This design comes from an exercise in tuning for small area on the open sky130 flow, not from production work.
Only the layout flow was run in this run; the RTL was not checked for function there.
No activity file was given, so power comes from the tool's default toggle rates.

==> flow/design.v <==
module traccar_fcb #(
    parameter [15:0] CRC_POLY            = 16'h8005,
    parameter [15:0] CRC_INIT            = 16'h0000,
    parameter        CRC_REFIN           = 1,
    parameter        CRC_REFOUT          = 1,
    parameter [15:0] CRC_XOROUT          = 16'h0000,
    parameter integer CRC_REGION_LAST    = 25,    
    parameter integer TCP_DATA_LEN_BYTES = 0,     
    parameter [7:0]  GPS_SLEEP_RST       = 8'd3,
    parameter [7:0]  SLEEP_CODE_GPS_RST  = 8'd1,
    parameter [7:0]  SLEEP_CODE_DEEP_RST = 8'd2
) (
    input  wire        clk,
    input  wire        rst,       
    input  wire        bus_en,    
    input  wire        bus_we,    
    input  wire [5:0]  addr,      
    input  wire [31:0] wdata,
    output reg  [31:0] rdata
);
    localparam [3:0] ERR_OK          = 4'd0,
                     ERR_TRUNCATED   = 4'd1,
                     ERR_CODEC       = 4'd2,
                     ERR_UNKNOWN_XFR = 4'd3,
                     ERR_CAPACITY    = 4'd4,
                     ERR_ILLEGAL     = 4'd5,
                     ERR_CLOSED      = 4'd6;
    localparam [3:0] S_IDLE    = 4'd0,
                     S_T_LEAD  = 4'd1,
                     S_T_ID    = 4'd2,
                     S_T_MARK  = 4'd3,
                     S_T_DLEN  = 4'd4,
                     S_U_HDR   = 4'd5,
                     S_U_IDLEN = 4'd6,
                     S_U_ID    = 4'd7,
                     S_B_CODEC = 4'd8,
                     S_B_COUNT = 4'd9,
                     S_B_BODY  = 4'd10,
                     S_H_DONE  = 4'd11,
                     S_CLOSED  = 4'd12,
                     S_ERROR   = 4'd13;
    localparam [1:0] K_NONE = 2'd0, K_HANDSHAKE = 2'd1, K_DATA = 2'd2;
    localparam [5:0] A_CMD    = 6'h00, A_STATUS = 6'h01, A_CRCACC = 6'h02,
                     A_CRCVAL = 6'h03, A_PSTAT  = 6'h04, A_PHDR0  = 6'h05,
                     A_PHDR1  = 6'h06, A_PBLK   = 6'h07, A_PPOS   = 6'h08,
                     A_PBOFF  = 6'h09, A_PDLEN  = 6'h0A, A_TID    = 6'h0C,
                     A_OFF    = 6'h0D, A_RSZ    = 6'h0E, A_DECL   = 6'h0F,
                     A_XSTAT  = 6'h10, A_XTID   = 6'h11, A_XDECL  = 6'h12,
                     A_XWOFF  = 6'h13, A_VIN    = 6'h14, A_VCFG   = 6'h15,
                     A_VOUT   = 6'h16, A_TXLEN  = 6'h17;
    function [15:0] reflect16(input [15:0] x);
        integer i;
        begin
            for (i = 0; i < 16; i = i + 1)
                reflect16[i] = x[15 - i];
        end
    endfunction
    function [15:0] crc_step(input [15:0] acc_in, input [7:0] b);
        reg [15:0] acc;
        integer i;
        begin
            if (CRC_REFIN) begin
                acc = acc_in ^ {8'h00, b};
                for (i = 0; i < 8; i = i + 1)
                    acc = acc[0] ? ((acc >> 1) ^ reflect16(CRC_POLY)) : (acc >> 1);
            end else begin
                acc = acc_in ^ {b, 8'h00};
                for (i = 0; i < 8; i = i + 1)
                    acc = acc[15] ? ((acc << 1) ^ CRC_POLY) : (acc << 1);
            end
            crc_step = acc;
        end
    endfunction
    function [15:0] crc_final(input [15:0] acc);
        begin
            crc_final = ((CRC_REFIN != CRC_REFOUT) ? reflect16(acc) : acc) ^ CRC_XOROUT;
        end
    endfunction
    localparam [15:0] ACC0 = CRC_REFIN ? {CRC_INIT[0], CRC_INIT[1], CRC_INIT[2], CRC_INIT[3],
                                          CRC_INIT[4], CRC_INIT[5], CRC_INIT[6], CRC_INIT[7],
                                          CRC_INIT[8], CRC_INIT[9], CRC_INIT[10], CRC_INIT[11],
                                          CRC_INIT[12], CRC_INIT[13], CRC_INIT[14], CRC_INIT[15]}
                                       : CRC_INIT;
    reg  [3:0]   st_err;
    reg  [15:0]  crc_acc;
    reg  [3:0]   p_st;
    reg          p_mode;
    reg  [1:0]   p_kind;
    reg  [3:0]   p_err;
    reg  [3:0]   p_k;
    reg  [15:0]  p_rem;
    reg  [15:0]  p_len16;
    reg  [15:0]  p_pktid;
    reg  [7:0]   p_ptype;
    reg  [7:0]   p_locid;
    reg  [15:0]  p_idlen;
    reg  [7:0]   p_codec;
    reg  [7:0]   p_nrec;
    reg          p_have_codec;
    reg          p_have_count;
    reg  [31:0]  p_pos;
    reg  [31:0]  p_boff;
    reg  [31:0]  p_dlen;
    reg  [31:0]  r_tid;
    reg  [31:0]  r_off;
    reg  [15:0]  r_rsz;
    reg  [31:0]  r_decl;
    reg          x_active;
    reg          x_complete;
    reg  [31:0]  x_tid;
    reg  [31:0]  x_decl;
    reg  [31:0]  x_woff;
    reg  [31:0]  r_vin;
    reg  [23:0]  r_vcfg;
    reg  [2:0]   r_vout;
    reg  [5:0]   tx_len;
    reg  [255:0] tx_buf;      
    wire do_read  = bus_en & ~bus_we;
    wire do_write = bus_en &  bus_we;
    wire do_cmd   = do_write & (addr == A_CMD);
    wire [31:0] w    = wdata;
    wire [7:0]  opb  = w[7:0];
    wire c_nop     = (w == 32'h0000_0000);
    wire c_srst    = (w == 32'h0100_0000);
    wire c_crcinit = (w == 32'h1000_0000);
    wire c_crcbyte = (w[31:8] == 24'h11_0000);
    wire c_pstart  = (w[31:1] == 31'h1000_0000);    
    wire c_pbyte   = (w[31:8] == 24'h21_0000);
    wire c_pend    = (w == 32'h2200_0000);
    wire c_idack   = (w[31:1] == 31'h1800_0000);    
    wire c_tcpack  = (w[31:8] == 24'h31_0000);
    wire c_udpack  = (w[31:16] == 16'h3200);
    wire c_imgreq  = (w == 32'h3300_0000);
    wire c_xinit   = (w == 32'h4000_0000);
    wire c_xchunk  = (w[31:16] == 16'h4100);
    wire c_vcheck  = (w == 32'h5000_0000);
    wire c_legal = c_nop | c_srst | c_crcinit | c_crcbyte | c_pstart | c_pbyte |
                   c_pend | c_idack | c_tcpack | c_udpack | c_imgreq | c_xinit |
                   c_xchunk | c_vcheck;
    wire [31:0] chunk_len   = {16'h0000, w[15:0]};
    wire [31:0] x_remaining = x_decl - x_woff;
    wire        x_known     = x_active & (r_tid == x_tid);
    wire        x_fits      = (chunk_len <= x_remaining);
    wire [31:0] x_new_woff  = x_woff + chunk_len;
    wire        x_done      = (x_new_woff == x_decl);
    wire [31:0] x_left      = x_decl - x_new_woff;
    wire [15:0] x_next_size = (x_left > 32'd2048) ? 16'd2048 : x_left[15:0];
    wire [15:0] x_init_size = (r_decl > 32'd2048) ? 16'd2048 : r_decl[15:0];
    reg  [31:0] b_tid;
    reg  [31:0] b_off;
    reg  [15:0] b_size;
    always @(*) begin
        if (c_xinit) begin
            b_tid  = r_tid;
            b_off  = 32'd0;
            b_size = x_init_size;
        end else if (c_xchunk) begin
            b_tid  = x_tid;
            b_off  = x_new_woff;
            b_size = x_next_size;
        end else begin
            b_tid  = r_tid;
            b_off  = r_off;
            b_size = r_rsz;
        end
    end
    wire [231:0] img_frame = {32'h0000_0000, 16'h0000, 16'h0013,
                              8'h0C, 8'h01, 8'h0D, 32'h0000_000B, 8'h02,
                              b_tid, b_off, b_size, 8'h01, 16'h0000};
    reg [15:0] img_acc;
    integer    ci;
    always @(*) begin
        img_acc = ACC0;
        for (ci = 8; ci <= CRC_REGION_LAST; ci = ci + 1)
            img_acc = crc_step(img_acc, img_frame[231 - 8*ci -: 8]);
    end
    wire [15:0]  img_crc = crc_final(img_acc);
    wire [255:0] img_buf = {img_frame, img_crc, 8'h00};
    wire       v_valid    = r_vin[0];
    wire       v_has_attr = r_vin[1];
    wire       v_gps_pres = r_vin[2];
    wire       v_slp_pres = r_vin[3];
    wire [7:0] v_sats     = r_vin[15:8];
    wire [7:0] v_gps      = r_vin[23:16];
    wire [7:0] v_slp      = r_vin[31:24];
    wire v_corr = ~v_valid & (v_sats == 8'd0) &
                  ((v_gps_pres & (v_gps == r_vcfg[7:0])) |
                   (v_slp_pres & ((v_slp == r_vcfg[15:8]) | (v_slp == r_vcfg[23:16]))));
    wire v_emit = v_valid | v_has_attr | v_gps_pres | v_slp_pres;
    wire p_closed = (p_st == S_IDLE) | (p_st == S_CLOSED) | (p_st == S_ERROR);
    wire p_accept = (p_st == S_B_BODY) | (p_st == S_H_DONE);
    wire codec_known = (opb == 8'h07) | (opb == 8'h08) | (opb == 8'h8E) |
                       (opb == 8'h0C) | (opb == 8'h10);
    wire [15:0] len16_next = {p_len16[7:0], opb};
    wire [15:0] idlen_next = {p_idlen[7:0], opb};
    always @(posedge clk) begin
        if (rst || (do_cmd && c_srst)) begin
            st_err       <= ERR_OK;
            crc_acc      <= ACC0;
            p_st         <= S_IDLE;
            p_mode       <= 1'b0;
            p_kind       <= K_NONE;
            p_err        <= 4'd0;
            p_k          <= 4'd0;
            p_rem        <= 16'd0;
            p_len16      <= 16'd0;
            p_pktid      <= 16'd0;
            p_ptype      <= 8'd0;
            p_locid      <= 8'd0;
            p_idlen      <= 16'd0;
            p_codec      <= 8'd0;
            p_nrec       <= 8'd0;
            p_have_codec <= 1'b0;
            p_have_count <= 1'b0;
            p_pos        <= 32'd0;
            p_boff       <= 32'd0;
            p_dlen       <= 32'd0;
            r_tid        <= 32'd0;
            r_off        <= 32'd0;
            r_rsz        <= 16'd0;
            r_decl       <= 32'd0;
            x_active     <= 1'b0;
            x_complete   <= 1'b0;
            x_tid        <= 32'd0;
            x_decl       <= 32'd0;
            x_woff       <= 32'd0;
            r_vin        <= 32'd0;
            r_vcfg       <= {SLEEP_CODE_DEEP_RST, SLEEP_CODE_GPS_RST, GPS_SLEEP_RST};
            r_vout       <= 3'd0;
            tx_len       <= 6'd0;
            tx_buf       <= 256'd0;
        end else if (do_write) begin
            case (addr)
                A_TID:  r_tid  <= wdata;
                A_OFF:  r_off  <= wdata;
                A_RSZ:  r_rsz  <= wdata[15:0];
                A_DECL: r_decl <= wdata;
                A_VIN:  r_vin  <= wdata & 32'hFFFF_FF0F;
                A_VCFG: r_vcfg <= wdata[23:0];
                A_CMD: begin
                    st_err <= ERR_OK;
                    if (!c_legal) begin
                        st_err <= ERR_ILLEGAL;
                    end else if (c_crcinit) begin
                        crc_acc <= ACC0;
                    end else if (c_crcbyte) begin
                        crc_acc <= crc_step(crc_acc, opb);
                    end else if (c_pstart) begin
                        p_st         <= w[0] ? S_U_HDR : S_T_LEAD;
                        p_mode       <= w[0];
                        p_kind       <= w[0] ? K_DATA : K_NONE;
                        p_err        <= 4'd0;
                        p_k          <= 4'd0;
                        p_rem        <= 16'd0;
                        p_len16      <= 16'd0;
                        p_pktid      <= 16'd0;
                        p_ptype      <= 8'd0;
                        p_locid      <= 8'd0;
                        p_idlen      <= 16'd0;
                        p_codec      <= 8'd0;
                        p_nrec       <= 8'd0;
                        p_have_codec <= 1'b0;
                        p_have_count <= 1'b0;
                        p_pos        <= 32'd0;
                        p_boff       <= 32'd0;
                        p_dlen       <= 32'd0;
                    end else if (c_pbyte) begin
                        if (p_closed) begin
                            st_err <= ERR_CLOSED;
                        end else begin
                            p_pos <= p_pos + 32'd1;
                            case (p_st)
                                S_T_LEAD: begin
                                    p_len16 <= len16_next;
                                    if (p_k == 4'd0) begin
                                        p_k <= 4'd1;
                                    end else begin
                                        p_k <= 4'd0;
                                        if (len16_next != 16'd0) begin
                                            p_kind  <= K_HANDSHAKE;
                                            p_idlen <= len16_next;
                                            p_rem   <= len16_next;
                                            p_st    <= S_T_ID;
                                        end else begin
                                            p_kind  <= K_DATA;
                                            p_st    <= S_T_MARK;
                                        end
                                    end
                                end
                                S_T_ID: begin
                                    p_rem <= p_rem - 16'd1;
                                    if (p_rem == 16'd1)
                                        p_st <= S_H_DONE;
                                end
                                S_T_MARK: begin
                                    if (p_k == 4'd0) begin
                                        p_k <= 4'd1;
                                    end else begin
                                        p_k  <= 4'd0;
                                        p_st <= (TCP_DATA_LEN_BYTES == 4) ? S_T_DLEN : S_B_CODEC;
                                    end
                                end
                                S_T_DLEN: begin
                                    p_dlen <= {p_dlen[23:0], opb};
                                    if (p_k == 4'd3) begin
                                        p_k  <= 4'd0;
                                        p_st <= S_B_CODEC;
                                    end else begin
                                        p_k  <= p_k + 4'd1;
                                    end
                                end
                                S_U_HDR: begin
                                    case (p_k)
                                        4'd0, 4'd1: p_len16 <= len16_next;
                                        4'd2, 4'd3: p_pktid <= {p_pktid[7:0], opb};
                                        4'd4:       p_ptype <= opb;
                                        default:    p_locid <= opb;
                                    endcase
                                    if (p_k < 4'd5) begin
                                        p_k <= p_k + 4'd1;
                                    end else begin
                                        p_k  <= 4'd0;
                                        p_st <= S_U_IDLEN;
                                    end
                                end
                                S_U_IDLEN: begin
                                    p_idlen <= idlen_next;
                                    if (p_k == 4'd0) begin
                                        p_k <= 4'd1;
                                    end else begin
                                        p_k <= 4'd0;
                                        if (idlen_next == 16'd0) begin
                                            p_st <= S_B_CODEC;
                                        end else begin
                                            p_rem <= idlen_next;
                                            p_st  <= S_U_ID;
                                        end
                                    end
                                end
                                S_U_ID: begin
                                    p_rem <= p_rem - 16'd1;
                                    if (p_rem == 16'd1)
                                        p_st <= S_B_CODEC;
                                end
                                S_B_CODEC: begin
                                    p_codec      <= opb;
                                    p_have_codec <= 1'b1;
                                    if (codec_known) begin
                                        p_st <= S_B_COUNT;
                                    end else begin
                                        p_err  <= 4'd2;
                                        p_st   <= S_ERROR;
                                        st_err <= ERR_CODEC;
                                    end
                                end
                                S_B_COUNT: begin
                                    p_nrec       <= opb;
                                    p_have_count <= 1'b1;
                                    p_boff       <= p_pos + 32'd1;
                                    p_st         <= S_B_BODY;
                                end
                                default: ;    
                            endcase
                        end
                    end else if (c_pend) begin
                        if (p_closed) begin
                            st_err <= ERR_CLOSED;
                        end else if (p_accept) begin
                            p_st <= S_CLOSED;
                        end else begin
                            p_err  <= 4'd1;
                            p_k    <= 4'd0;
                            p_rem  <= 16'd0;
                            p_st   <= S_ERROR;
                            st_err <= ERR_TRUNCATED;
                        end
                    end else if (c_idack) begin
                        tx_buf <= {7'd0, w[0], 248'd0};
                        tx_len <= 6'd1;
                    end else if (c_tcpack) begin
                        tx_buf <= {24'd0, opb, 224'd0};
                        tx_len <= 6'd4;
                    end else if (c_udpack) begin
                        tx_buf <= {16'h0005, 16'h0000, 8'h01, w[15:8], w[7:0], 200'd0};
                        tx_len <= 6'd7;
                    end else if (c_imgreq) begin
                        tx_buf  <= img_buf;
                        tx_len  <= 6'd31;
                        crc_acc <= img_acc;
                    end else if (c_xinit) begin
                        x_tid      <= r_tid;
                        x_decl     <= r_decl;
                        x_woff     <= 32'd0;
                        x_active   <= 1'b1;
                        x_complete <= 1'b0;
                        r_off      <= 32'd0;
                        r_rsz      <= x_init_size;
                        tx_buf     <= img_buf;
                        tx_len     <= 6'd31;
                        crc_acc    <= img_acc;
                    end else if (c_xchunk) begin
                        if (!x_known) begin
                            st_err <= ERR_UNKNOWN_XFR;
                        end else if (!x_fits) begin
                            st_err <= ERR_CAPACITY;
                        end else begin
                            x_woff <= x_new_woff;
                            if (x_done) begin
                                x_active   <= 1'b0;
                                x_complete <= 1'b1;
                                tx_buf     <= 256'd0;
                                tx_len     <= 6'd0;
                            end else begin
                                r_off   <= x_new_woff;
                                r_rsz   <= x_next_size;
                                tx_buf  <= img_buf;
                                tx_len  <= 6'd31;
                                crc_acc <= img_acc;
                            end
                        end
                    end else if (c_vcheck) begin
                        r_vout <= {v_corr, v_emit, v_valid | v_corr};
                    end
                end
                default: ;    
            endcase
        end
    end
    reg [31:0] rd_mux;
    always @(*) begin
        case (addr)
            A_STATUS: rd_mux = {28'd0, st_err};
            A_CRCACC: rd_mux = {16'd0, crc_acc};
            A_CRCVAL: rd_mux = {16'd0, crc_final(crc_acc)};
            A_PSTAT:  rd_mux = {p_rem, p_k, p_err, 1'b0, p_kind, p_mode, p_st};
            A_PHDR0:  rd_mux = {p_pktid, p_len16};
            A_PHDR1:  rd_mux = {p_idlen, p_locid, p_ptype};
            A_PBLK:   rd_mux = {14'd0, p_have_count, p_have_codec, p_nrec, p_codec};
            A_PPOS:   rd_mux = p_pos;
            A_PBOFF:  rd_mux = p_boff;
            A_PDLEN:  rd_mux = p_dlen;
            A_TID:    rd_mux = r_tid;
            A_OFF:    rd_mux = r_off;
            A_RSZ:    rd_mux = {16'd0, r_rsz};
            A_DECL:   rd_mux = r_decl;
            A_XSTAT:  rd_mux = {30'd0, x_complete, x_active};
            A_XTID:   rd_mux = x_tid;
            A_XDECL:  rd_mux = x_decl;
            A_XWOFF:  rd_mux = x_woff;
            A_VIN:    rd_mux = r_vin;
            A_VCFG:   rd_mux = {8'd0, r_vcfg};
            A_VOUT:   rd_mux = {29'd0, r_vout};
            A_TXLEN:  rd_mux = {26'd0, tx_len};
            6'h20:    rd_mux = tx_buf[255:224];
            6'h21:    rd_mux = tx_buf[223:192];
            6'h22:    rd_mux = tx_buf[191:160];
            6'h23:    rd_mux = tx_buf[159:128];
            6'h24:    rd_mux = tx_buf[127:96];
            6'h25:    rd_mux = tx_buf[95:64];
            6'h26:    rd_mux = tx_buf[63:32];
            6'h27:    rd_mux = tx_buf[31:0];
            default:  rd_mux = 32'd0;    
        endcase
    end
    always @(posedge clk) begin
        if (rst)
            rdata <= 32'd0;
        else if (do_read)
            rdata <= rd_mux;
    end
endmodule
==> flow/run.sh <==
#!/bin/bash
# synth_recipe.tcl (not shown) runs the flow's synth.tcl, then flattens the netlist and writes it again
# the make line also repeats each setting of config.mk as NAME=value (left out here)
make -C /OpenROAD-flow-scripts/flow DESIGN_CONFIG=/design/flow/config.mk WORK_HOME=/design/flow/orfs CLKGATE_MAP_FILE= SYNTH_SCRIPT=/design/flow/synth_recipe.tcl finish
==> flow/config.mk <==
export PLATFORM = sky130hd
export DESIGN_NAME = traccar_fcb
export DESIGN_NICKNAME = traccar_fcb
export VERILOG_FILES = /design/flow/design.v
export SDC_FILE = /design/flow/constraint.sdc
export NUM_CORES = 4
export LEC_CHECK = 0
export CAP_MARGIN = 20
export CORE_MARGIN = 2
export CORE_UTILIZATION = 40
export SLEW_MARGIN = 20
==> flow/constraint.sdc <==
create_clock -name core_clock -period 15.0 [get_ports {clk}]
set_input_delay 3.0000 -clock core_clock [delete_from_list [all_inputs] [get_ports {clk}]]
set_output_delay 3.0000 -clock core_clock [all_outputs]
set_load 0.01 [all_outputs]
==> results.tsv <==
stage	metric	value	unit
outcome	status	finished clean	
sta	setup_viol	0	
detailed_routing	wl_per_cell	33.5	microns
detailed_routing	wl_met1	85.9	mm
synthesis	synthArstFlopShare	0	
global_route	grt_pass1_wl	307	mm
sta	fin_hold_ws	0.449	ns
clock_network	cts_hold_buffers	0	
setup_path	slowest_delay	0.89	ns
finish	largest_reg_flops	123	
worst_hold_path	worstHoldPathCells	2	
setup_path	cp.depth	25	
synthesis	yosys.area.top_type	dfxtp_1	
synthesis	yosysWarnings	1	
clock_network	h-tree-depth	3	
sta	final_max_slew_viol_count	0	
synthesis	synth_most_common_cell	nand2_1	
synthesis	ys_seq_area_frac	0.322	
sta	rsz0062_at_grt	no	
detailed_routing	wl_met3	29.7	mm
floorplanning	placementRows	116	
floorplanning	fp.dieW	322	microns
flow_run	cap_viol_max_count	0	
clock_network	cts_tree	yes	
synthesis	synthTopCellsByCount	nand2_1, a21oi_1, dfxtp_1	
global_route	grt_antenna_before_repair	9	
setup_path	path_class	in2reg	
sta	fin_worst_skew	0.0385	ns
detailed_routing	post-route-drc-count	0	
synthesis	synth_nets	5614	
power	power.density	89.8	nW/um^2
place	io_buffer_count	73	
sta	period_minus_slack	11.49	ns
setup_path	cp.required	15.51	ns
synthesis	ys_types	99	
setup_path	slowest_stage	clkdlybuf4s50_1	
synthesis	synthFlopType	dfxtp_1	
power	vdd_drop_max	0.0925	mV
setup_path	worst_setup_path_end_kind	register	
setup_path	critPathArrivalTime	12.00	ns
sta	worst_pin_slew	1.34	ns
sta	min_period_over_period	0.766	
clock_network	post-cts-setup-buffers	0	
sta	hold_viol	0	
global_route	grt_pass1_vias	39300	
place	dp_hpwl	162	mm
sta	maxSlewHeadroom	0.109	
clock_network	cts_root_buffer	clkbuf_16	
finish	multi_input_area	25600	sq um
global_route	grt_remaining_overflow	0	
clock_network	clk_pin_slew	0.06	ns
detailed_routing	via_count	44400	
detailed_routing	first_pass_iters	9	
floorplanning	io_pins	74	
detailed_routing	drt_iter0_drc	7537	
global_route	track_usage	0.417	
place	place.gp.congestion	1.07	
worst_hold_path	worstHoldPathType	reg2reg	
detailed_routing	wl_met2	87.2	mm
clock_network	worstSkewPairLatency	0.69	ns
synthesis	synth-seq-cells	650	
floorplanning	die_height	322	microns
finish	nFillCells	10200	
floorplanning	coreArea	100000	sq um
clock_network	clk_path_buf_depth	3	
setup_path	critPathTopFamily	compound AO/OA/AOI/OAI gates	
synthesis	synth-edff-count	0	
setup_path	r2r_cells	27	
finish	syn2layout_area_growth	11.3	%
synthesis	synth.area.top_cells	dfxtp_1, nand2_1, a21oi_1	
detailed_routing	drt-total-wl	224	mm
finish	ff_latch_area	13000	sq um
setup_path	crit_fanout	12	
power	p_leak	15.6	nW
detailed_routing	ant_nets	0	
synthesis	mappedNetlistArea	40400	sq um
detailed_routing	highest_layer	met5	
clock_network	cts_num_sinks	650	
synthesis	synthCells	5467	
clock_network	post_cts_resized	0	
finish	nNetsFinal	5458	
power	power	0.00404	W
clock_network	cts_buffers	76	
sta	clock.fmax	87.1	MHz
finish	top_register	tx_buf	
finish	drive_above_1_share	0.0685	
setup_path	cp_num_buf_inv	2	
sta	setup_tns	0	ns
synthesis	synth_top_area_share	0.322	
global_route	grt_max_degree	228	
synthesis	syn_avg_cell_area	7.39	sq um
floorplanning	die_area	104000	sq um
setup_path	start_kind	input pin	
floorplanning	start_util	0.404	
detailed_routing	via_per_inst	6.66	
-- placed cells by master (no fill, tap or decap), types with 75 or more instances in the layout --
master     instances
a21oi_1          656
a221oi_1          75
a22oi_1          157
buf_4            118
clkbuf_16         80
dfxtp_1          650
ha_1             102
inv_1             93
mux2i_1           87
nand2_1         1066
nand3_1          174
nand4_1           80
nor2_1           440
nor3_1           126
o21ai_0          128
xnor2_1          220
xor2_1           140
-- kinds of logic after synthesis --
kind of cell | Yosys count | synth area share
simple gates | 2250 | 0.251
compound gates | 1463 | 0.231
flops | 650 | 0.322
buf+inv | 521 | 0.0495
xor+xnor | 386 | 0.0904
fa+ha+maj | 105 | 0.0331
mux | 92 | 0.0232
-- metrics by stage --
stage / instance area [sq um] / util / instances / setup WS, ns
2_1_floorplan: 40400 / - / 5467 / 5.49
3_3_place_gp: 42300 / 0.422 / 6529 / 2.73
3_5_place_dp: 42300 / 0.422 / 6530 / 3.09
4_1_cts: 44900 / 0.449 / 6670 / 3.72
5_1_grt: 45000 / 0.449 / 6671 / 3.02
6_report: 45000 / 0.449 / 6674 / 3.51
-- layout make-up --
type                            instances  share of cell area
Antenna cell                            3            0.000167
Clock buffer                          111              0.0507
Clock inverter                         29             0.00857
Inverter                               93             0.00776
Multi-Input combinational cell       4296               0.570
Sequential cell                       650               0.289
Tap cell                             1298              0.0361
Timing Repair Buffer                  194              0.0370
-- worst paths after layout --
kind / startpoint / to / slack [ns]
worst min-delay path: tx_buf[206] / tx_buf[206] / 0.45
worst min register to register: tx_buf[206] / tx_buf[206] / 0.45
worst max-delay path: wdata[9] / tx_buf[8] / 3.51
worst max register to register: x_woff[0] / tx_buf[87] / 5.93
-- power by group --
group / internal, W / switching, W / total, W
clock network: 0.00120 / 0.000831 / 0.00203
registers: 0.00173 / 0.00000537 / 0.00174
logic: 0.0000925 / 0.000183 / 0.000276
-- worst reg2reg max path, stage by stage, from the launching register on --
cell	delay [ns]
dfxtp_1	0.61
ha_1	0.26
inv_1	0.05
fa_1	0.41
a21o_1	0.18
a21oi_1	0.20
o21ai_0	0.14
a2111oi_0	0.81
nor2_1	0.19
a21oi_1	0.20
inv_1	0.05
a21oi_1	0.21
o21ai_0	0.10
a21oi_1	0.18
xor2_1	0.09
ha_1	0.29
nand4_1	0.11
nor2_1	0.25
o211ai_1	0.39
a2111oi_0	0.62
o21ai_0	0.14
a2111oi_0	0.58
and3_1	0.29
a41o_1	0.53
a21o_4	0.60
buf_4	0.85
or3_1	0.44
a21oi_1	0.12
-- per-layer routing --
| metal | global-route usage | vias up |
|---|---|---|
| met1 | 0.542 | 21300 |
| met5 | 0 | - |
| met2 | 0.578 | 3336 |
| met3 | 0.127 | 802 |
| met4 | 0.307 | 6 |
| li1 | - | 19000 |

-- afterwards: timing with drivers on the ports --
The flow's constraints put no driver on any port. The routed layout listed below was extracted and timed again, unchanged, in two steps.
Step 1: set_driving_cell puts a clkbuf_16 on clk and a buf_2 on each other input, an assumption about the parent block.
Step 2, shift: input delay + t, output delay - t, t = (earliest + latest rising clock arrival at the registers) / 2. This alone moves slack from input paths to output paths.
Slacks: ideal / step 1 / step 2; pairs: ideal / step 1.
t (ns): 0.746
slack for setup (ns): 3.513 / 3.567 / 2.820
latest minus earliest clock arrival (ns): 0.043 / 0.043
worst register clock-pin slew, ns: 0.07 / 0.07
pins driven straight from the clock port: 1
After both steps this run still meets setup and hold. For this run, drivers alone change the setup slack by +0.054 ns; drivers and shift together by -0.693 ns.
